This is an optimization exercise on Yosys and OpenROAD, whose aim is small area, not a production implementation. Only simulation tests tie the RTL to the original design; equivalence was not proved. In every run shown here, the design's own scripts or RTL, not TritonCTS, make the clock network. The clock port is modelled as an ideal driver, which makes a skipped or thinned clock tree look cheaper than it is; a real chip needs a root buffer or a tree. Power figures rest on the tool's default switching activity, not on a simulated workload.

==> design.v <==
module mhz14a_decoder (
    input  wire        clk,
    input  wire [13:0] in_word,
    output wire [1:0]  st,
    output wire [3:0]  cnt,
    output wire [7:0]  buf0,
    output wire [7:0]  buf1,
    output wire [7:0]  buf2,
    output wire [7:0]  buf3,
    output wire [7:0]  buf4,
    output wire [7:0]  buf5,
    output wire [7:0]  buf6,
    output wire [7:0]  buf7,
    output wire [7:0]  buf8,
    output wire        pol,
    output wire [1:0]  err,
    output wire [7:0]  csa,
    output wire        ok,
    output wire        warn,
    output wire [15:0] conc,
    output wire        done,
    output wire        failed,
    output wire [7:0]  frame_csum,
    output wire        frame_ok,
    output wire [15:0] frame_conc,
    output wire        log_warn,
    output wire        log_err,
    output wire [7:0]  log_val
);
    wire [7:0] w_d = in_word[7:0];
    wire       w_v = in_word[8];
    wire       w_e = in_word[9];
    wire       w_s = in_word[10];
    wire       w_b = in_word[11];
    wire       w_i = in_word[12];
    wire       w_r = in_word[13];
    wire clr     = w_r | w_b;
    wire op_xerr = !clr && w_e;
    wire op_sent = !clr && !w_e && w_s;
    wire op_byte = !clr && !w_e && !w_s && w_v;
    reg [1:0] s_q;
    reg [3:0] cnt_q;
    reg [7:0] b0, b1, b2, b3, b4, b5, b6, b7, b8;
    reg       pol_q;
    reg [7:0] nsum_q;
    wire idle  = !s_q[1] && !s_q[0];
    wire await = !s_q[1] &&  s_q[0];
    wire cnt9  = cnt_q[3] && cnt_q[0];
    wire accept = op_byte && await;
    wire [7:0] we;
    assign we[0] = accept && !cnt_q[3] && cnt_q[2:0] == 3'd0;
    assign we[1] = accept && !cnt_q[3] && cnt_q[2:0] == 3'd1;
    assign we[2] = accept && !cnt_q[3] && cnt_q[2:0] == 3'd2;
    assign we[3] = accept && !cnt_q[3] && cnt_q[2:0] == 3'd3;
    assign we[4] = accept && !cnt_q[3] && cnt_q[2:0] == 3'd4;
    assign we[5] = accept && !cnt_q[3] && cnt_q[2:0] == 3'd5;
    assign we[6] = accept && !cnt_q[3] && cnt_q[2:0] == 3'd6;
    assign we[7] = accept && !cnt_q[3] && cnt_q[2:0] == 3'd7;
    wire complete = accept && cnt_q[3];
    wire [7:0] checksum = nsum_q;
    wire cmp_ok = (w_d == checksum);
    assign frame_csum = checksum;
    assign frame_ok   = cnt9 ? s_q[0] : (checksum == 8'd0);
    assign frame_conc = {b2, b3};
    assign log_warn = complete && !cmp_ok &&  pol_q;
    assign log_err  = complete && !cmp_ok && !pol_q;
    assign log_val  = {8{complete && !cmp_ok}} & checksum;
    wire sum_en = we[1] | we[2] | we[3] | we[4] | we[5] | we[6];
    wire [7:0] nsum_nx = nsum_q - ({8{sum_en}} & w_d);
    always @(posedge clk) begin
        b0 <= ({8{!clr}} & b0) | ({8{we[0]}} & w_d);
        b1 <= ({8{!clr}} & b1) | ({8{we[1]}} & w_d);
        b2 <= ({8{!clr}} & b2) | ({8{we[2]}} & w_d);
        b3 <= ({8{!clr}} & b3) | ({8{we[3]}} & w_d);
        b4 <= ({8{!clr}} & b4) | ({8{we[4]}} & w_d);
        b5 <= ({8{!clr}} & b5) | ({8{we[5]}} & w_d);
        b6 <= ({8{!clr}} & b6) | ({8{we[6]}} & w_d);
        b7 <= ({8{!clr}} & b7) | ({8{we[7]}} & w_d);
        b8 <= ({8{!clr}} & b8) | ({8{complete}} & w_d);
        nsum_q <= {8{!clr}} & nsum_nx;
        pol_q  <= clr ? (!w_r && w_i) : pol_q;
        if (clr)
            cnt_q <= 4'd0;
        else if (accept)
            cnt_q <= {cnt_q[3] | (&cnt_q[2:0]), cnt_q[2] ^ (&cnt_q[1:0]),
                      cnt_q[1] ^ cnt_q[0], !cnt_q[0]};
        if (clr)
            s_q <= 2'b00;
        else if (op_xerr) begin
            if (!s_q[1])
                s_q <= 2'b11;
        end else if (op_sent) begin
            if (idle)
                s_q <= 2'b01;
        end else if (complete)
            s_q <= {1'b1, cmp_ok};
    end
    wire ok_c      = cnt9 && s_q[0];
    wire csum_bad  = cnt9 && !(s_q[0] || pol_q);
    wire [1:0] st_c = {s_q[1], cnt9 ? !(s_q[0] || pol_q) : s_q[0]};
    wire is_done   = cnt9 && (s_q[0] || pol_q);
    wire is_failed = csum_bad || (!cnt9 && s_q[1]);
    assign st     = st_c;
    assign cnt    = cnt_q;
    assign buf0   = b0;
    assign buf1   = b1;
    assign buf2   = b2;
    assign buf3   = b3;
    assign buf4   = b4;
    assign buf5   = b5;
    assign buf6   = b6;
    assign buf7   = b7;
    assign buf8   = b8;
    assign pol    = pol_q;
    assign err    = {csum_bad, !cnt9 && s_q[1]};
    assign csa    = {8{cnt9}} & checksum;
    assign ok     = ok_c;
    assign warn   = cnt9 && pol_q && !s_q[0];
    assign conc   = {16{is_done}} & {b2, b3};
    assign done   = is_done;
    assign failed = is_failed;
endmodule
==> flow/run.sh <==
#!/bin/bash
# Standard ORFS layout with three changes:
#  - synthesis is synth_recipe.tcl unchanged except that Yosys's abc call uses
#    flow/abc_area.script (area-oriented, no buffering/upsizing) and full adders
#    are not extracted before abc (ADDER_MAP_FILE empty), so abc sees the whole
#    combinational logic. Registers are untouched (abc runs without -dff, after
#    dfflibmap), so their names and cells are the standard synthesis's.
#  - the port buffers are the smallest buffer cell (buf_1).
#  - the clock tree is built by flow/cts_hook.tcl (a PRE_CTS hook): one root
#    buffer and a few leaf buffers, sized to keep register clock-pin slew low.
# make's output goes to flow_make.log; each ORFS step logs to orfs/logs/.
set -euo pipefail
here=$(pwd)
{
  cat <<'TCL'
proc abc {args} {
  set i [lsearch $args -script]
  if {$i >= 0} { lset args [expr {$i + 1}] $::env(FLOW_ABC_SCRIPT) }
  set j [lsearch $args -D]
  if {$j >= 0} { set args [lreplace $args $j [expr {$j + 1}]] }
  puts "flow abc: $args"
  yosys abc {*}$args
}
TCL
  cat synth_recipe.tcl
} > flow_synth.tcl
export FLOW_ABC_SCRIPT=$here/flow/abc_area.script
export FLOW_CTS_HOOK=$here/flow/cts_hook.tcl
bash standard.sh SYNTH_SCRIPT=$here/flow_synth.tcl ADDER_MAP_FILE= \
  "BUFFER_PORTS_ARGS=-buffer_cell sky130_fd_sc_hd__buf_1" \
  PRE_CTS_TCL=$here/flow/cts_hook.tcl finish > flow_make.log 2>&1
==> flow/abc_area.script <==
strash
&get -n
&deepsyn -T 60
&put
dch -f
map -a
mfs2
strash
&get -n
&deepsyn -T 60
&put
dch -f
map -a
topo
==> flow/cts_eval.tcl <==
# Evaluate one clock tree candidate (FLOW_CTS_EVAL = "K leaf_cell") on the
# placed design: build it and print the worst register clock-pin slew.
read_liberty $::env(PLATFORM_DIR)/lib/sky130_fd_sc_hd__tt_025C_1v80.lib
read_db $::env(RESULTS_DIR)/3_place.odb
read_sdc $::env(RESULTS_DIR)/3_place.sdc
source $::env(PLATFORM_DIR)/setRC.tcl
source $::env(FLOW_CTS_HOOK)
set_propagated_clock [all_clocks]
lassign $::env(FLOW_CTS_EVAL) K leaf
flow_cts_apply $K $leaf
puts "FLOW_CTS_SLEW_RESULT [flow_cts_max_slew]"
==> flow/cts_hook.tcl <==
# PRE_CTS hook: a small hand-built clock tree replaces TritonCTS's H-tree
# (a root, 8 clkbuf_8 leaves and dummy loads) for this ~90-register design.
# The register clock pins are split into K groups by k-means on their placed
# locations; each group gets one leaf buffer at its centroid, and one root
# buffer at the centroid of the leaves drives the leaves. Candidate trees
# (K, leaf cell) are tried from the smallest total buffer area up, and the
# first whose worst register clock-pin slew (placement parasitics) is at most
# FLOW_CTS_SLEW ns is kept. cts.tcl then legalises the buffers and continues.
set ::flow_cts_dir [file dirname [file normalize [info script]]]
if {[info commands orfs_clock_tree_synthesis_unused] == ""} {
  rename clock_tree_synthesis orfs_clock_tree_synthesis_unused
}

proc flow_cts_kmeans {pins K} {
  set n [llength $pins]
  set sorted [lsort -real -index 2 $pins]
  set cx {}
  set cy {}
  for {set k 0} {$k < $K} {incr k} {
    set p [lindex $sorted [expr {int(($k + 0.5) * $n / $K)}]]
    lappend cx [lindex $p 2]
    lappend cy [lindex $p 3]
  }
  set assign {}
  for {set iter 0} {$iter < 50} {incr iter} {
    # balanced assignment: nearest centre first, at most cap pins per group
    set cap [expr {int(ceil(1.1 * $n / $K))}]
    set pairs {}
    set i 0
    foreach p $pins {
      for {set k 0} {$k < $K} {incr k} {
        lappend pairs [list [expr {pow([lindex $p 2] - [lindex $cx $k], 2) + pow([lindex $p 3] - [lindex $cy $k], 2)}] $i $k]
      }
      incr i
    }
    set assign [lrepeat $n -1]
    set fill [lrepeat $K 0]
    foreach pr [lsort -real -index 0 $pairs] {
      lassign $pr d i k
      if {[lindex $assign $i] >= 0 || [lindex $fill $k] >= $cap} { continue }
      lset assign $i $k
      lset fill $k [expr {[lindex $fill $k] + 1}]
    }
    set nx {}
    set ny {}
    for {set k 0} {$k < $K} {incr k} {
      set sx 0.0; set sy 0.0; set c 0
      foreach p $pins a $assign {
        if {$a == $k} { set sx [expr {$sx + [lindex $p 2]}]; set sy [expr {$sy + [lindex $p 3]}]; incr c }
      }
      if {$c > 0} {
        lappend nx [expr {$sx / $c}]; lappend ny [expr {$sy / $c}]
      } else {
        lappend nx [lindex $cx $k]; lappend ny [lindex $cy $k]
      }
    }
    set cx $nx
    set cy $ny
  }
  return [list $assign $cx $cy]
}

proc flow_cts_max_slew {} {
  estimate_parasitics -placement
  set mx 0.0
  foreach p [get_pins */CLK] {
    foreach k {slew_max_rise slew_max_fall} {
      set s [get_property $p $k]
      if {$s > $mx} { set mx $s }
    }
  }
  return $mx
}

# Build a tree; returns the list of buffer instances it made.
proc flow_cts_build {pins K leaf_cell root_cell tag} {
  set block [ord::get_db_block]
  lassign [flow_cts_kmeans $pins $K] assign cx cy
  set lx 0.0
  set ly 0.0
  set used 0
  for {set k 0} {$k < $K} {incr k} {
    set loads {}
    foreach p $pins a $assign {
      if {$a == $k} { lappend loads [get_pins [[lindex $p 0] getName]/[[lindex $p 1] getName]] }
    }
    if {[llength $loads] == 0} { continue }
    insert_buffer -buffer_cell $leaf_cell -net clk -load_pins $loads \
      -location [list [lindex $cx $k] [lindex $cy $k]] \
      -buffer_name clkleaf${tag}_$k -net_name clkleaf${tag}_net_$k
    set lx [expr {$lx + [lindex $cx $k]}]
    set ly [expr {$ly + [lindex $cy $k]}]
    incr used
  }
  insert_buffer -buffer_cell $root_cell -net clk \
    -location [list [expr {$lx / $used}] [expr {$ly / $used}]] \
    -buffer_name clkroot$tag -net_name clkroot${tag}_net
  set made {}
  foreach i [$block getInsts] {
    if {[string match clkleaf${tag}_* [$i getName]] || [string match clkroot${tag}* [$i getName]]} {
      lappend made $i
    }
  }
  return $made
}

proc flow_cts_pins {} {
  set block [ord::get_db_block]
  set dbu [$block getDbUnitsPerMicron]
  set pins {}
  foreach it [[$block findNet clk] getITerms] {
    set bb [[$it getInst] getBBox]
    lappend pins [list [$it getInst] [$it getMTerm] \
      [expr {([$bb xMin] + [$bb xMax]) / 2.0 / $dbu}] \
      [expr {([$bb yMin] + [$bb yMax]) / 2.0 / $dbu}]]
  }
  return $pins
}

proc flow_cts_apply {K leaf} {
  set made [flow_cts_build [flow_cts_pins] $K $leaf sky130_fd_sc_hd__clkbuf_4 ""]
  foreach i $made {
    foreach it [$i getITerms] {
      set nn [$it getNet]
      if {$nn != "NULL" && [$it isOutputSignal]} { $nn setSigType CLOCK }
    }
  }
  [[ord::get_db_block] findNet clk] setSigType CLOCK
}

# Each candidate is tried in a separate OpenROAD run on the placed design
# (flow/cts_eval.tcl); the first within the slew target is applied here.
proc clock_tree_synthesis {args} {
  set target 0.110
  if {[info exists ::env(FLOW_CTS_SLEW)]} { set target $::env(FLOW_CTS_SLEW) }
  set cands {}
  foreach leaf {sky130_fd_sc_hd__clkbuf_8 sky130_fd_sc_hd__clkbuf_16 sky130_fd_sc_hd__buf_6 sky130_fd_sc_hd__buf_8 sky130_fd_sc_hd__buf_12} {
    set a [[[ord::get_db] findMaster $leaf] getWidth]
    for {set K 2} {$K <= 12} {incr K} { lappend cands [list [expr {$K * $a}] $K $leaf] }
  }
  set cands [lsort -integer -index 0 $cands]
  foreach c $cands {
    lassign $c cost K leaf
    set ::env(FLOW_CTS_EVAL) "$K $leaf"
    set log $::env(LOG_DIR)/4_0_cts_eval_${K}_$leaf.log
    exec openroad -no_init -exit $::flow_cts_dir/cts_eval.tcl >& $log
    set f [open $log]
    set out [read $f]
    close $f
    set s 1e9
    regexp {FLOW_CTS_SLEW_RESULT ([0-9.eE+-]+)} $out -> s
    puts "clock tree candidate: $K x $leaf, worst clock-pin slew $s ns"
    if {$s <= $target} {
      flow_cts_apply $K $leaf
      puts "clock tree: kept $K x $leaf"
      return
    }
  }
  error "no clock tree candidate met the slew target"
}
==> standard.sh <==
#!/bin/bash
# synth_recipe.tcl (not shown) runs the flow's synth.tcl, then flattens the netlist and writes it again
# the make line also repeats each setting of config.mk as NAME=value (left out here)
make -C /OpenROAD-flow-scripts/flow DESIGN_CONFIG=/design/flow/config.mk WORK_HOME=/design/flow/orfs CLKGATE_MAP_FILE= SYNTH_SCRIPT=/design/flow/synth_recipe.tcl "${@:-finish}"
==> config.mk <==
export PLATFORM = sky130hd
export DESIGN_NAME = mhz14a_decoder
export DESIGN_NICKNAME = mhz14a_decoder
export VERILOG_FILES = /design/flow/design.v
export SDC_FILE = /design/flow/constraint.sdc
export NUM_CORES = 4
export LEC_CHECK = 0
export ABC_AREA = 1
export CAP_MARGIN = 20
export CORE_MARGIN = 2
export CORE_UTILIZATION = 60
export SLEW_MARGIN = 20
==> constraint.sdc <==
create_clock -name core_clock -period 10.0 [get_ports {clk}]
set_input_delay 2.0000 -clock core_clock [delete_from_list [all_inputs] [get_ports {clk}]]
set_output_delay 2.0000 -clock core_clock [all_outputs]
set_load 0.01 [all_outputs]
==> results.yml, run 1 <==
placed_design:
  port_buffers: 158
  hpwl_um: 6240
  place_inst: 632
  place_ws_ns: 3.33
  gp_congestion: 0.832
drt:
  vias: 3287
  first_pass_iters: 4
  via_per_inst: 5.14
  wl_per_cell_um: 13.8
  drt-total-wl_um: 8840
  drc: 0
  ant_nets: 0
  drtIter0Drc: 175
floorplanning:
  die_h_um: 78.2
  rows: 27
  start_util_pct: 61.2
  core-area_um2: 5410
  dieArea_um2: 6120
  pin_count: 159
  fp.dieW_um: 78.2
flow_run:
  maxCapViolCount: 0
clock_tree:
  clk_latency_ns: 0.40
  post-cts-setup-buffers: 0
  cts.reportedPaths.clkPinSlew_ns: 0.08
  cts.repair.resized: 0
  hold_buffers: 0
sta:
  worst_pin_slew_ns: 0.725
  fin_tns_setup_ns: 0
  final-hold-violation-count: 0
  rsz0062_at_grt: "no"
  fin_crit_sh_pct: 67.3
  drv_slew: 0
  clock.fmax_mhz: 149
  max_slew_margin_pct: 51.3
  setup_slack_ns: 3.27
  finalClockSkew_ns: 0.0182
  layout_min_cycle_time_ns: 6.73
  setup_viol: 0
critical_path:
  cp_slowest_cell: "clkinv_1"
  cp-start-kind: "input pin"
  endpoint_kind: "output port"
  r2r_start: "s_q[1]$_SDFFE_PP0P_"
  arrival_ns: 4.73
  cp_data_required_time_ns: 8.00
  cp_max_fo: 61
  cp-endpoint: "log_val[0]"
  reg2reg_setup_slack_ns: 7.20
  crit_type: "input pin to output port"
  r2r-end: "nsum_q[0]$_DFF_P_"
  max_stage_delay_ns: 0.66
  path_cells: "buf_1 -> nor2_4 -> buf_4 -> clkinv_1 -> a21oi_1 -> nand3_1 -> nor2_1 -> nand2_1 -> nor2_1 -> buf_1"
  cp_num_buf_inv: 4
  r2r_cells: 15
  cp_top_family: "buffers and inverters"
  crit_start: "in_word[13]"
  crit_cells: 10
global_routing:
  gr-total-overflow: 0
  antenna_found_initial: 0
  grt_first_pass_wirelength_um: 14000
  grt_max_degree: 62
  first_global_vias: 2812
  grt_usage_pct: 27.9
finish:
  final_cell_mix: "buf_1, dfxtp_1, nand2_1"
  area_delta_synth_final_pct: 19.3
  drive_gt1_share_pct: 2.29
  diodes: 0
  final_common_cell: "buf_1"
  final_cells: 639
  nNetsFinal: 584
  n_fill_cell: 466
pwr:
  leakagePower_nw: 1.28
  peakVddDrop_uv: 131
  power.density_nw_per_um2: 136
synth:
  netlist_instances: 419
  yosysWarningCount: 1
  syn_nets: 434
  yosysSeqAreaShare_pct: 53.0
  syn_area_um2: 3310
  yosysUniqueCellTypes: 25
  avgSynthCellArea_um2: 7.89
  synth_seq_cells: 87
hold_path:
  hold_class: "flop to flop"
run_status:
  status: "no timing/DRC/antenna violations"
==> routing by layer <==
metal	vias up	track usage (%)	share of wire (%)
li1	1642	-	-
met1	1496	39.7	43
met2	133	46.4	48
met3	16	3.10	6.9
met4	0	5.79	2.0
met5	-	0	0
==> layout make-up, without the clock buffers <==
| type | count | area, um^2 | area share [%] |
|---|---|---|---|
| Tap cell | 72 | 90.1 | 2.28 |
| Multi-Input combinational cell | 253 | 1200 | 30.4 |
| Sequential cell | 87 | 1750 | 44.4 |
| Inverter | 61 | 229 | 5.80 |
| Timing Repair Buffer | 159 | 601 | 15.2 |
==> where the power goes <==
group          total [mW]  internal (mW)  leakage [nW]  switching [mW]
registers           0.350          0.349         0.704         0.00168
logic              0.0291        0.00761         0.533          0.0215
clock network       0.156         0.0510        0.0409           0.104
total               0.535          0.407          1.28           0.128
==> synth_stat cells <==
| library cell | instances | share of area (%) |
|---|---|---|
| dfxtp_1 | 86 | 52 |
| nand2_1 | 66 | 7.5 |
| nor2_1 | 64 | 7.3 |
| o21ai_0 | 64 | 9.7 |
| clkinv_1 | 61 | 6.9 |
| buf_4 | 18 | 4.1 |
| o22ai_1 | 18 | 3.4 |
| a21oi_1 | 9 | 1.4 |
| nor3_1 | 5 | 0.76 |
| xnor2_1 | 4 | 1.1 |
| nand3_1 | 3 | 0.45 |
| nand4_1 | 3 | 0.57 |
| and2_2 | 2 | 0.45 |
| nand3b_1 | 2 | 0.45 |
| nor4_1 | 2 | 0.38 |
| o32ai_1 | 2 | 0.53 |
| xor2_1 | 2 | 0.53 |
| a21boi_0 | 1 | 0.23 |
| a22oi_1 | 1 | 0.23 |
| a31o_2 | 1 | 0.26 |
| edfxtp_1 | 1 | 0.91 |
| o2111ai_1 | 1 | 0.26 |
| o211ai_1 | 1 | 0.23 |
| o21bai_1 | 1 | 0.23 |
| or2_2 | 1 | 0.19 |
==> logic make-up (layout without fill, tap and decap cells) <==
family	count (synthesis)	in the layout	synth area share (%)
flip-flops	87	87	53.0
XOR/XNOR	6	6	1.59
buffers and inverters	79	227	11.0
AND/OR/NAND/NOR	148	148	18.0
AO/OA/AOI/OAI	99	99	16.4
==> sequential cells by signal (all words and copies together) (netlist names) <==
| register | cells |
|---|---|
| b5 | 8 |
| b4 | 8 |
| b2 | 8 |
| b8 | 8 |
| s_q | 2 |
| b1 | 8 |
| b0 | 8 |
| cnt_q | 4 |
| b7 | 8 |
| nsum_q | 8 |
| pol_q | 1 |
| b3 | 8 |
| b6 | 8 |
==> how the worst min path moves through the flow <==
stage | start | to | depth (start not counted)
after floorplan | b0[0]$_DFF_P_ | b0[0]$_DFF_P_ | 2
after global placement | b1[3]$_DFF_P_ | b1[3]$_DFF_P_ | 2
after detailed placement | b4[0]$_DFF_P_ | b4[0]$_DFF_P_ | 2
after CTS | b4[0]$_DFF_P_ | b4[0]$_DFF_P_ | 2
after global routing | b4[0]$_DFF_P_ | b4[0]$_DFF_P_ | 2
final | b7[0]$_DFF_P_ | b7[0]$_DFF_P_ | 2
==> stage by stage <==
step | total power [mW] | hold slack (ns) | utilization, % | area [um^2]
5_1_grt | 0.555 | 0.492 | 73.0 | 3950
4_1_cts | 0.502 | 0.446 | 73.0 | 3950
3_3_place_gp | 0.386 | 0.436 | 71.6 | 3870
3_5_place_dp | 0.387 | 0.445 | 71.6 | 3870
6_report | 0.535 | 0.463 | 73.0 | 3950
2_1_floorplan | 0.375 | 0.494 | - | 3310
==> worst register-to-register path: stages, from the launching register on <==
cell and delay, ns:
dfxtp_1 0.40, clkinv_1 0.10, o21ai_0 0.08, a21oi_1 0.10, nand3_1 0.18, nor2_1 0.08, clkinv_1 0.06, nor2_1 0.07
clkinv_1 0.06, nor2_1 0.05, o21ai_0 0.18, clkinv_1 0.11, nor3_1 0.57, clkinv_1 0.31, o211ai_1 0.22, o21ai_0 0.11
==> run 2: changes to the inputs <==
--- a/design.v
+++ b/design.v
@@ -84,4 +84,3 @@
         else if (accept)
-            cnt_q <= {cnt_q[3] | (&cnt_q[2:0]), cnt_q[2] ^ (&cnt_q[1:0]),
-                      cnt_q[1] ^ cnt_q[0], !cnt_q[0]};
+            cnt_q <= cnt_q + 4'd1;
         if (clr)
@@ -98,6 +97,5 @@
     wire ok_c      = cnt9 && s_q[0];
-    wire csum_bad  = cnt9 && !(s_q[0] || pol_q);
     wire [1:0] st_c = {s_q[1], cnt9 ? !(s_q[0] || pol_q) : s_q[0]};
-    wire is_done   = cnt9 && (s_q[0] || pol_q);
-    wire is_failed = csum_bad || (!cnt9 && s_q[1]);
+    wire is_done   =  st_c[1] && !st_c[0];
+    wire is_failed =  st_c[1] &&  st_c[0];
     assign st     = st_c;
@@ -114,3 +112,3 @@
     assign pol    = pol_q;
-    assign err    = {csum_bad, !cnt9 && s_q[1]};
+    assign err    = {is_failed && cnt9, is_failed && !cnt9};
     assign csa    = {8{cnt9}} & checksum;
==> run 2 against run 1 <==
Largest power group unchanged. Clock skew rose by 0.0070 ns. Maximum frequency rose by 5.2%. First-iteration DRC count rose by 7.4%. Sequential share of layout area rose by 0.30 points. Flip-flop and latch count did not move. Final cell count fell by 1.3%. Register-to-register slack got worse by 0.30 ns. Critical endpoint is now log_val[6].
==> results.yml, run 2 <==
synth:
  yosysUniqueCellTypes: 19
  netlist_top_cells_area: "dfxtp_1, o21ai_0, nand2_1, nor2_1, clkinv_1"
  synth_seq_cells: 87
  syn_nets: 427
  yosysTopAreaCell: "dfxtp_1"
  netlist_instances: 412
  yosysTopAreaCellShare_pct: 52.6
  yosys-top-cells-count: "dfxtp_1, nand2_1, o21ai_0, nor2_1, clkinv_1"
  yosysSeqAreaShare_pct: 53.5
  yosysMostFrequentCell: "dfxtp_1"
  syn_area_um2: 3280
  synth_edf_count: 1
  async_flop_share_pct: 0
  ys.flop_type: "dfxtp_1"
  avgSynthCellArea_um2: 7.95
  yosysWarningCount: 1
hold_path:
  hold_class: "flop to flop"
pwr:
  power_uw: 530
  peakVddDrop_uv: 132
  power.density_nw_per_um2: 135
  leakagePower_nw: 1.29
clock_tree:
  post-cts-setup-buffers: 0
  cts.repair.resized: 0
  hold_buffers: 0
  clk_latency_ns: 0.40
  cts.reportedPaths.clkPinSlew_ns: 0.09
global_routing:
  first_global_vias: 2911
  grt_usage_pct: 27.8
  grt_max_degree: 64
  grt_first_pass_wirelength_um: 13800
  gr-total-overflow: 0
  antenna_found_initial: 0
sta:
  clock.fmax_mhz: 156
  final-hold-violation-count: 0
  worst_pin_slew_ns: 0.848
  finalClockSkew_ns: 0.0253
  fin_tns_setup_ns: 0
  setup_viol: 0
  max_slew_margin_pct: 43.1
  layout_min_cycle_time_ns: 6.39
  fin_crit_sh_pct: 63.9
  rsz0062_at_grt: "no"
  setup_slack_ns: 3.61
  drv_slew: 0
placed_design:
  place_inst: 624
  place_ws_ns: 3.44
  port_buffers: 158
  gp_congestion: 0.862
  hpwl_um: 6250
critical_path:
  arrival_ns: 4.39
  cp_data_required_time_ns: 8.00
  crit_type: "input pin to output port"
  cp-start-kind: "input pin"
  cp_slowest_cell: "buf_4"
  path_cells: "buf_1 -> nor2_4 -> buf_4 -> nand2_1 -> nor4_1 -> clkinv_1 -> nor2_1 -> o21ai_1 -> nor2_1 -> buf_1"
  max_stage_delay_ns: 0.49
  cp_max_fo: 63
  endpoint_kind: "output port"
drt:
  drtIter0Drc: 188
  wl_per_cell_um: 13.8
  first_pass_iters: 5
  met3_length_um: 714
  vias: 3308
  highest_layer: "met4"
  ant_nets: 0
  drc: 0
  via_per_inst: 5.24
  met1_length_um: 3560
  wl_met2_um: 4310
  drt-total-wl_um: 8730
floorplanning:
  fp.dieW_um: 77.9
  rows: 26
  die_h_um: 77.9
  core-area_um2: 5170
  pin_count: 159
  start_util_pct: 63.3
  dieArea_um2: 6070
finish:
  finalCoreUtilization_pct: 75.8
  diodes: 0
  area_delta_synth_final_pct: 19.6
  final_cell_mix: "buf_1, dfxtp_1, nand2_1"
  drive_gt1_share_pct: 1.78
  final_cells: 631
  nNetsFinal: 578
  final_common_cell: "buf_1"
run_status:
  status: "no timing/DRC/antenna violations"
flow_run:
  maxCapViolCount: 0
[run 2: changes by cell type after synthesis, sizes merged, moves of 3 or more]
cell	before	now
o21ai	64	67
xor2	2	7
o22ai	18	22
clkinv	61	55
nand2	66	73
nor2	64	60
a21oi	9	2
[run 2: kinds of logic after synthesis]
kind of cell              count (synthesis)  share of synthesized area, %
and+or+nand+nor                         147                          17.6
DFF                                      87                          53.5
buffers and inverters                    72                          10.2
AOI/OAI and AO/OA                        94                          15.5
xor gates and xnor gates                 12                          3.21
[run 2: area by class of cell, without the clock buffers]
| class | count | area, um^2 |
|---|---|---|
| timing repair buffer | 159 | 601 |
| multi-input combinational | 253 | 1200 |
| inverter | 55 | 206 |
| sequential | 87 | 1750 |
| tap | 70 | 87.6 |
| fill | 442 | 1250 |
[run 2: worst max-delay path: cells and delay by family]
family | cells | cell delay [ns]
compound gates | 1 | 0.32
buf+inv | 4 | 1.01
simple gates | 5 | 1.04
[run 2: final timing paths]
| path | to | cells after the start | from | slack, ns |
|---|---|---|---|---|
| worst min-delay path | b6[7]$_DFF_P_ | 2 | b6[7]$_DFF_P_ | 0.47 |
| worst max-delay path | log_val[6] | 10 | in_word[13] | 3.61 |
| worst min register to register | b6[7]$_DFF_P_ | 2 | b6[7]$_DFF_P_ | 0.47 |
| worst max register to register | nsum_q[7]$_DFF_P_ | 12 | s_q[0]$_SDFFE_PP0P_ | 6.90 |
[run 2: where the power goes]
group | leakage (nW) | switching (mW) | internal, mW
clock | 0.0409 | 0.101 | 0.0510
sequential | 0.703 | 0.000998 | 0.348
combinational | 0.544 | 0.0218 | 0.00741
total | 1.29 | 0.124 | 0.407
[run 2: per-stage QoR]
stage / hold WS, ns / area [um^2]
floorplan: 0.494 / 3280
global placement: 0.440 / 3840
detailed placement: 0.448 / 3840
CTS: 0.448 / 3920
global route: 0.497 / 3920
finish: 0.466 / 3920
[run 2: metal layers]
layer	vias up	track usage, %
li1	1627	-
met1	1516	35.8
met2	147	49.2
met3	18	4.07
met4	0	6.07
met5	-	0
==> run 3: changes to the inputs <==
--- a/design.v
+++ b/design.v
@@ -84,3 +84,4 @@
         else if (accept)
-            cnt_q <= cnt_q + 4'd1;
+            cnt_q <= {cnt_q[3] | (&cnt_q[2:0]), cnt_q[2] ^ (&cnt_q[1:0]),
+                      cnt_q[1] ^ cnt_q[0], !cnt_q[0]};
         if (clr)
@@ -97,5 +98,6 @@
     wire ok_c      = cnt9 && s_q[0];
+    wire csum_bad  = cnt9 && !(s_q[0] || pol_q);
     wire [1:0] st_c = {s_q[1], cnt9 ? !(s_q[0] || pol_q) : s_q[0]};
-    wire is_done   =  st_c[1] && !st_c[0];
-    wire is_failed =  st_c[1] &&  st_c[0];
+    wire is_done   = cnt9 && (s_q[0] || pol_q);
+    wire is_failed = csum_bad || (!cnt9 && s_q[1]);
     assign st     = st_c;
@@ -112,3 +114,3 @@
     assign pol    = pol_q;
-    assign err    = {is_failed && cnt9, is_failed && !cnt9};
+    assign err    = {csum_bad, !cnt9 && s_q[1]};
     assign csa    = {8{cnt9}} & checksum;
==> flow/run.sh (replaced) <==
#!/bin/bash
# Standard ORFS layout with three changes:
#  - synthesis is synth_recipe.tcl unchanged except for Yosys's abc call: it is
#    run once per seed in FLOW_ABC_SEEDS with flow/abc_area.script.in (an
#    area-oriented script, no buffering/upsizing, &deepsyn with that seed), each
#    from the same saved design, and the mapping with the smallest cell area is
#    kept. Full adders are not extracted before abc (ADDER_MAP_FILE empty), so
#    abc sees the whole combinational logic. Registers are untouched (abc runs
#    without -dff, after dfflibmap), so their names and cells are the standard
#    synthesis's.
#  - the port buffers are the smallest buffer cell (buf_1).
#  - the clock tree is built by flow/cts_hook.tcl (a PRE_CTS hook): one root
#    buffer and a few leaf buffers, sized to keep register clock-pin slew low.
# make's output goes to flow_make.log; each ORFS step logs to orfs/logs/ (the
# clock tree candidates to orfs/logs/.../4_0_cts_eval_*.log).
set -euo pipefail
here=$(pwd)
{
  cat <<'TCL'
proc abc {args} {
  set i [lsearch $args -script]
  set j [lsearch $args -D]
  if {$j >= 0} { set args [lreplace $args $j [expr {$j + 1}]] }
  set libs {}
  foreach k [lsearch -all $args -liberty] { lappend libs -liberty [lindex $args [expr {$k + 1}]] }
  set f [open $::env(FLOW_ABC_TEMPLATE)]
  set template [read $f]
  close $f
  yosys design -save flow_pre_abc
  set best 1e18
  foreach seed $::env(FLOW_ABC_SEEDS) {
    set script $::env(OBJECTS_DIR)/flow_abc_$seed.script
    set f [open $script w]
    puts -nonewline $f [string map [list @SEED1@ $seed @SEED2@ [expr {$seed + 10}]] $template]
    close $f
    yosys design -load flow_pre_abc
    if {$i >= 0} { lset args [expr {$i + 1}] $script }
    puts "flow abc: $args"
    yosys abc {*}$args
    set statf $::env(OBJECTS_DIR)/flow_abc_stat_$seed.txt
    yosys tee -q -o $statf stat {*}$libs
    set f [open $statf]
    set text [read $f]
    close $f
    set area 1e18
    foreach {m a} [regexp -all -inline {Chip area for module[^:]*:\s*([0-9.]+)} $text] { set area $a }
    puts "flow abc seed $seed: cell area $area"
    if {$area < $best} {
      set best $area
      yosys design -save flow_best_abc
    }
  }
  puts "flow abc: kept cell area $best"
  yosys design -load flow_best_abc
}
TCL
  cat synth_recipe.tcl
} > flow_synth.tcl
export FLOW_ABC_TEMPLATE=$here/flow/abc_area.script.in
export FLOW_ABC_SEEDS="1 2 3 5"
export FLOW_CTS_HOOK=$here/flow/cts_hook.tcl
bash standard.sh SYNTH_SCRIPT=$here/flow_synth.tcl ADDER_MAP_FILE= \
  "BUFFER_PORTS_ARGS=-buffer_cell sky130_fd_sc_hd__buf_1" \
  PRE_CTS_TCL=$here/flow/cts_hook.tcl finish > flow_make.log 2>&1
==> flow/abc_area.script.in (new file) <==
strash
&get -n
&deepsyn -T 60 -S @SEED1@
&put
dch -f
map -a
mfs2
strash
&get -n
&deepsyn -T 60 -S @SEED2@
&put
dch -f
map -a
topo
removed: flow/abc_area.script
==> run 3 against run 2 <==
Design area hardly changed. Register-to-register slack improved by 0.35 ns. Flip-flop and latch count unchanged. Area after synthesis increased by 0.11%. Maximum frequency decreased by 5.2%. Critical path type unchanged. Critical endpoint is now log_val[5]. Largest cell class unchanged. Largest power group unchanged.
==> results.yml, run 3 <==
floorplanning:
  fp.dieW_um: 77.9
  rows: 26
  dieArea_um2: 6070
  die_h_um: 77.9
  pin_count: 159
  start_util_pct: 63.0
  core-area_um2: 5200
critical_path:
  crit_type: "input pin to output port"
  cp-start-kind: "input pin"
  cp_max_fo: 60
  arrival_ns: 4.74
  endpoint_kind: "output port"
  cp_data_required_time_ns: 8.00
global_routing:
  first_global_vias: 2835
  grt_usage_pct: 27.3
  antenna_found_initial: 0
  grt_max_degree: 61
  gr-total-overflow: 0
  grt_first_pass_wirelength_um: 13800
sta:
  max_slew_margin_pct: 32.3
  fin_crit_sh_pct: 67.4
  final-hold-violation-count: 0
  worst_pin_slew_ns: 1.01
  drv_slew: 0
  layout_min_cycle_time_ns: 6.74
  setup_viol: 0
  clock.fmax_mhz: 148
  fin_tns_setup_ns: 0
  rsz0062_at_grt: "no"
  finalClockSkew_ns: 0.0206
synth:
  yosysWarningCount: 1
  avgSynthCellArea_um2: 7.85
  netlist_top_cells_area: "dfxtp_1, o21ai_0, nor2_1, nand2_1, clkinv_1"
  yosysTopAreaCell: "dfxtp_1"
  yosysUniqueCellTypes: 18
  ys.flop_type: "dfxtp_1"
  netlist_instances: 418
  yosysMostFrequentCell: "dfxtp_1"
  async_flop_share_pct: 0
  yosys-top-cells-count: "dfxtp_1, nor2_1, nand2_1, o21ai_0, clkinv_1"
  yosysTopAreaCellShare_pct: 52.5
  synth_seq_cells: 87
  syn_nets: 433
  syn_area_um2: 3280
  synth_edf_count: 1
  yosysSeqAreaShare_pct: 53.4
clock_tree:
  clk_latency_ns: 0.40
  post-cts-setup-buffers: 0
  hold_buffers: 0
  cts.repair.resized: 0
  cts.reportedPaths.clkPinSlew_ns: 0.08
drt:
  wl_per_cell_um: 13.7
  drt-total-wl_um: 8720
  first_pass_iters: 5
  via_per_inst: 5.18
  vias: 3296
  drc: 0
  drtIter0Drc: 145
  ant_nets: 0
finish:
  finalCoreUtilization_pct: 75.2
  diodes: 0
  drive_gt1_share_pct: 1.94
  nNetsFinal: 583
  final_cell_mix: "buf_1, dfxtp_1, nor2_1, nand2_1, o21ai_0"
  area_delta_synth_final_pct: 19.4
  final_common_cell: "buf_1"
placed_design:
  port_buffers: 158
  gp_congestion: 0.864
  hpwl_um: 6130
pwr:
  leakagePower_nw: 1.28
  power.density_nw_per_um2: 137
  peakVddDrop_uv: 115
run_status:
  status: "no timing/DRC/antenna violations"
flow_run:
  maxCapViolCount: 0
hold_path:
  hold_class: "flop to flop"
-- run 3: area by class of cell, without the clock buffers --
| class | count | area, um^2 |
|---|---|---|
| repair buffers | 159 | 601 |
| multi-input cells | 260 | 1200 |
| inverters | 53 | 199 |
| flip-flops and latches | 87 | 1750 |
| well taps | 70 | 87.6 |
| fillers | 453 | 1290 |
-- run 3: critical path: stages --
cell      delay (ns)
buf_1           0.11
nor2_4          0.08
buf_4           0.48
clkinv_1        0.64
a21oi_1         0.34
nand4_1         0.20
nor2_1          0.20
o21ai_1         0.31
nor2_1          0.19
buf_1           0.18
-- run 3: kinds of logic after synthesis --
logic type	share of synthesized area, %
simple gates	18.9
compound gates	15.4
flops	53.4
buf+inv	10.2
xor+xnor	2.14
-- run 3: metal layers --
metal	up-vias	track usage, %	part of all wire, %
li1	1637	-	-
met1	1517	37.2	43
met2	131	48.9	49
met3	11	2.44	7.1
met4	0	3.16	1.1
met5	-	0	0
-- run 3: path summary, 6_finish.rpt --
| kind | start | endpoint | slack, ns | depth (start not counted) |
|---|---|---|---|---|
| hold reg to reg | b5[7]$_DFF_P_ | b5[7]$_DFF_P_ | 0.46 | 2 |
| setup / recovery | in_word[13] | log_val[5] | 3.26 | 10 |
| hold / removal | b5[7]$_DFF_P_ | b5[7]$_DFF_P_ | 0.46 | 2 |
| setup reg to reg | s_q[1]$_SDFFE_PP0P_ | nsum_q[5]$_DFF_P_ | 7.25 | 13 |
-- run 3: power breakdown --
group	internal, mW	switching (mW)	leakage (nW)
clock	0.0509	0.103	0.0409
combinational	0.00856	0.0227	0.534
sequential	0.349	0.00148	0.704
total	0.408	0.127	1.28
-- run 3: metrics by stage --
step	instance area [um^2]	hold slack, ns	power [mW]	setup WS, ns	instances
floorplan	3280	0.494	0.377	1.91	418
global placement	3840	0.438	0.388	3.25	629
detailed placement	3840	0.445	0.389	3.30	629
CTS	3920	0.446	0.504	3.29	636
global route	3920	0.491	0.552	3.02	636
finish	3920	0.460	0.535	3.26	636

static timing again, ports no longer ideal:
No port has a modelled driver above. Below, the same layouts with a new extraction and two added sets of constraints.
Step 1: set_driving_cell puts a clkbuf_16 on clk and a buf_2 on each other input, an assumption about the parent block.
Step 2 adds t to the input delays and takes it off the output delays; t is the mean of the earliest and latest rising clock arrival at the registers after step 1. Input paths then give back, and output paths get back, about the clock's delay inside the block.
Slacks: ideal / step 1 / step 2; pairs: ideal / step 1.
| run | t, ns | slack for setup (ns) | hold WS [ns] |
|---|---|---|---|
| run 1 | 0.413 | 3.274 / 3.245 / 3.245 | 0.463 / 0.463 / 0.463 |
| run 2 | 0.412 | 3.606 / 3.583 / 3.583 | 0.466 / 0.466 / 0.466 |
| run 3 | 0.417 | 3.256 / 3.236 / 3.236 | 0.460 / 0.460 / 0.460 |
After both steps setup and hold are still met in every run listed. For run 1, which loses most, drivers alone change the setup slack by -0.029 ns; drivers and shift together by -0.029 ns.
